This design comes from an exercise in tuning for small area on the open sky130 flow, not from production work. In this exercise RTL edits were held to simulation tests only and were not proved equivalent to the original. Power is estimated from default activity; no workload was simulated.

Setup of violet:
## xmodem_rx
module xmodem_rx (
    input  wire        clk,
    input  wire        rst,
    input  wire        rx_valid,
    input  wire [7:0]  rx_data,
    output wire        tx_valid,
    output wire [7:0]  tx_data,
    input  wire        tx_pop,
    input  wire        tick,
    input  wire        cmd_valid,
    input  wire [7:0]  cmd_op,
    input  wire [7:0]  cmd_arg,
    output reg         rsp_valid,
    output reg  [1:0]  rsp_status,
    output wire [31:0] rsp_data,
    output reg         buf_we,
    output wire [9:0]  buf_addr,
    output reg  [7:0]  buf_wdata,
    output wire        irq
);
    localparam [2:0] S_IDLE = 3'd0, S_WAIT_HEADER = 3'd1, S_WAIT_SEQ = 3'd2,
                     S_WAIT_CSEQ = 3'd3, S_RECEIVE_DATA = 3'd4, S_DONE = 3'd5,
                     S_CANCELLED = 3'd6, S_FAILED = 3'd7;
    localparam [1:0] ST_OK = 2'd0, ST_BUSY = 2'd1, ST_INVALID = 2'd2, ST_EMPTY = 2'd3;
    localparam [1:0] T_NAK = 2'd0, T_C = 2'd1, T_ACK = 2'd2, T_CAN = 2'd3;
    localparam [2:0] K_FRAME128 = 3'd0, K_DONE = 3'd1, K_CANCELLED = 3'd2,
                     K_BAD = 3'd3, K_TIMEOUT = 3'd4, K_FRAME1K = 3'd5;
    localparam [7:0] TIMEOUT = 8'd200;
    reg [2:0]  state;
    reg        mode;
    reg        first;
    reg [7:0]  expected_seq;
    reg [7:0]  rx_seq;
    reg        size_1k;
    reg [10:0] count_m1;      
    reg        tcount;
    reg [3:0]  retry;
    reg [7:0]  timer;
    reg [15:0] acc;           
    reg        tick_pend;
    reg [7:0]  ev_m1;         
    reg        ev_started;    
    reg        rsp_s, rsp_c, rsp_t, rsp_e;
    reg        rsp_snap;      
    wire       ring_nonempty;
    wire [7:0] ring_head;
    wire       rx_overflow;
    wire [1:0] txq_head;
    wire [3:0] evq_head;
    wire [3:0] evq_popped;
    wire       tx_full, tx_lt3, txq_empty;
    wire       ev_full, evq_empty;
  ...
Size in the first run: roughly 1,200 cells after synthesis, ~240 flip-flops, about 94 I/O pins, ~11,000 um^2 of cells after synthesis.
==> flow/config.mk <==
export PLATFORM = sky130hd
export DESIGN_NAME = xmodem_rx
export DESIGN_NICKNAME = xmodem_rx
export VERILOG_FILES = /design/flow/design.v
export SDC_FILE = /design/flow/constraint.sdc
export NUM_CORES = 4
export LEC_CHECK = 0
export CAP_MARGIN = 0
export CORE_MARGIN = 2
export CORE_UTILIZATION = 70
export CTS_BUF_LIST = sky130_fd_sc_hd__clkbuf_8
export CTS_CLUSTER_DIAMETER = 60
export CTS_CLUSTER_SIZE = 16
export SLEW_MARGIN = 0
==> flow/constraint.sdc <==
create_clock -name core_clock -period 8.0 [get_ports {clk}]
set_input_delay 1.6000 -clock core_clock [delete_from_list [all_inputs] [get_ports {clk}]]
set_output_delay 1.6000 -clock core_clock [all_outputs]
set_load 0.01 [all_outputs]
standard.sh (not shown) runs the stock make flow with config.mk's settings and CLKGATE_MAP_FILE= SYNTH_SCRIPT=/design/flow/synth_recipe.tcl, a recipe that flattens the netlist after the stock synthesis.
==> flow/flow/run.sh <==
#!/bin/bash
set -euo pipefail
HERE=$(pwd)
FLOWDIR=$HERE/flow

# ORFS synthesis script with the ABC script replaced
sed 's#^\(  *\)log_cmd abc {\*}$abc_args#\1set abc_args [lreplace $abc_args 1 1 '"$FLOWDIR"'/area.script]\n\1log_cmd abc {*}$abc_args#' \
    "$FLOW_HOME/scripts/synth.tcl" > "$HERE/own_synth_orfs.tcl"
grep -q "area.script" "$HERE/own_synth_orfs.tcl"

# The standard flow's synthesis wrapper, sourcing the script above
sed 's#source \$::env(SCRIPTS_DIR)/synth.tcl#source '"$HERE"'/own_synth_orfs.tcl#' \
    "$HERE/synth_recipe.tcl" > "$HERE/own_synth.tcl"
grep -q "own_synth_orfs.tcl" "$HERE/own_synth.tcl"

bash "$HERE/standard.sh" \
    "SYNTH_SCRIPT=$HERE/own_synth.tcl" \
    "BUFFER_PORTS_ARGS=-buffer_cell sky130_fd_sc_hd__buf_1" \
    "CTS_ARGS=-sink_clustering_enable -repair_clock_nets -sink_clustering_size 16 -sink_clustering_max_diameter 60 -buf_list sky130_fd_sc_hd__clkbuf_8 -dont_use_dummy_load" \
    finish > "$HERE/flow_make.log" 2>&1
test -s "$HERE/out/final.def"
==> flow/flow/area.script <==
strash
balance -l; resub -K 6 -l; rewrite -l; resub -K 6 -N 2 -l; refactor -l; resub -K 8 -l; balance -l; resub -K 8 -N 2 -l; rewrite -l; resub -K 10 -l; rewrite -z -l; resub -K 10 -N 2 -l; balance -l; resub -K 12 -l; refactor -z -l; resub -K 12 -N 2 -l; rewrite -z -l; balance -l
dch -f
amap -m -A 8 -F 4
topo
strash
dch -f
amap -m -A 8 -F 4
topo
strash
dch -f
amap -m -A 8 -F 4
topo
Setup changes, violet to ember
--- a/flow/config.mk
+++ b/flow/config.mk
@@ -10 +10 @@
-export CORE_UTILIZATION = 70
+export CORE_UTILIZATION = 80
Notes after the runs:
- ember: flow completed, timing, DRC and antenna clean
- The higher met3 demand-to-capacity share in global routing came out of ember.
- Going from violet to ember, fmax decreased by 5.8% relative to the old numbers; worst path setup slack after routing went down by 410 ps; critical path data required time comparable.
#### Input delta (pepper over ember)
--- a/flow/flow/area.script
+++ b/flow/flow/area.script
@@ -3,11 +3,5 @@
-dch -f
-amap -m -A 8 -F 4
-topo
-strash
-dch -f
-amap -m -A 8 -F 4
-topo
-strash
-dch -f
-amap -m -A 8 -F 4
-topo
+balance -l; resub -K 6 -l; rewrite -l; resub -K 6 -N 2 -l; refactor -l; resub -K 8 -l; balance -l; resub -K 8 -N 2 -l; rewrite -l; resub -K 10 -l; rewrite -z -l; resub -K 10 -N 2 -l; balance -l; resub -K 12 -l; refactor -z -l; resub -K 12 -N 2 -l; rewrite -z -l; balance -l
+&get -n
+&dch -f
+&nf -R 1000 -p
+&put
--- a/flow/config.mk
+++ b/flow/config.mk
@@ -10 +10 @@
-export CORE_UTILIZATION = 80
+export CORE_UTILIZATION = 70
Notes after the runs:
The higher cell internal power dissipation came out of ember. Diff ember -> pepper: per-instance average area after synthesis shows an increase of 7.7%, post-synthesis xor/xnor area fraction shows an increase of 3.6 points, routed metal-1 wirelength shows an increase of 4.1%, clock latency reported for the late side of the worst-skew pair shows no meaningful change, total power shows a reduction of about 8%. pepper: post-synthesis instance area about 0.9% above ember. Per the comparison of pepper with ember, critical path depth went down; clock skew went up.

[port drivers added, routing unchanged]
No port has a modelled driver above. Below, the same layouts with a new extraction and two added sets of constraints. Step 1 (the two cells are an assumption about what drives the block):
set clk [get_ports {clk}]
set_driving_cell -lib_cell sky130_fd_sc_hd__clkbuf_16 $clk
set_driving_cell -lib_cell sky130_fd_sc_hd__buf_2 [delete_from_list [all_inputs] $clk]
Step 2, shift: input delay + t, output delay - t, t = (earliest + latest rising clock arrival at the registers) / 2. This alone moves slack from input paths to output paths. Slacks: ideal ports / drivers / drivers and shift; pairs: ideal ports / drivers.
run	t (ns)	slack for setup (ns)	worst setup path after step 2
violet	0.560	1.266 / 1.266 / 1.266	register to register
ember	0.571	0.853 / 0.853 / 0.853	register to register
pepper	0.557	1.361 / 1.361 / 1.361	register to register
After both steps setup and hold are still met in every run listed.
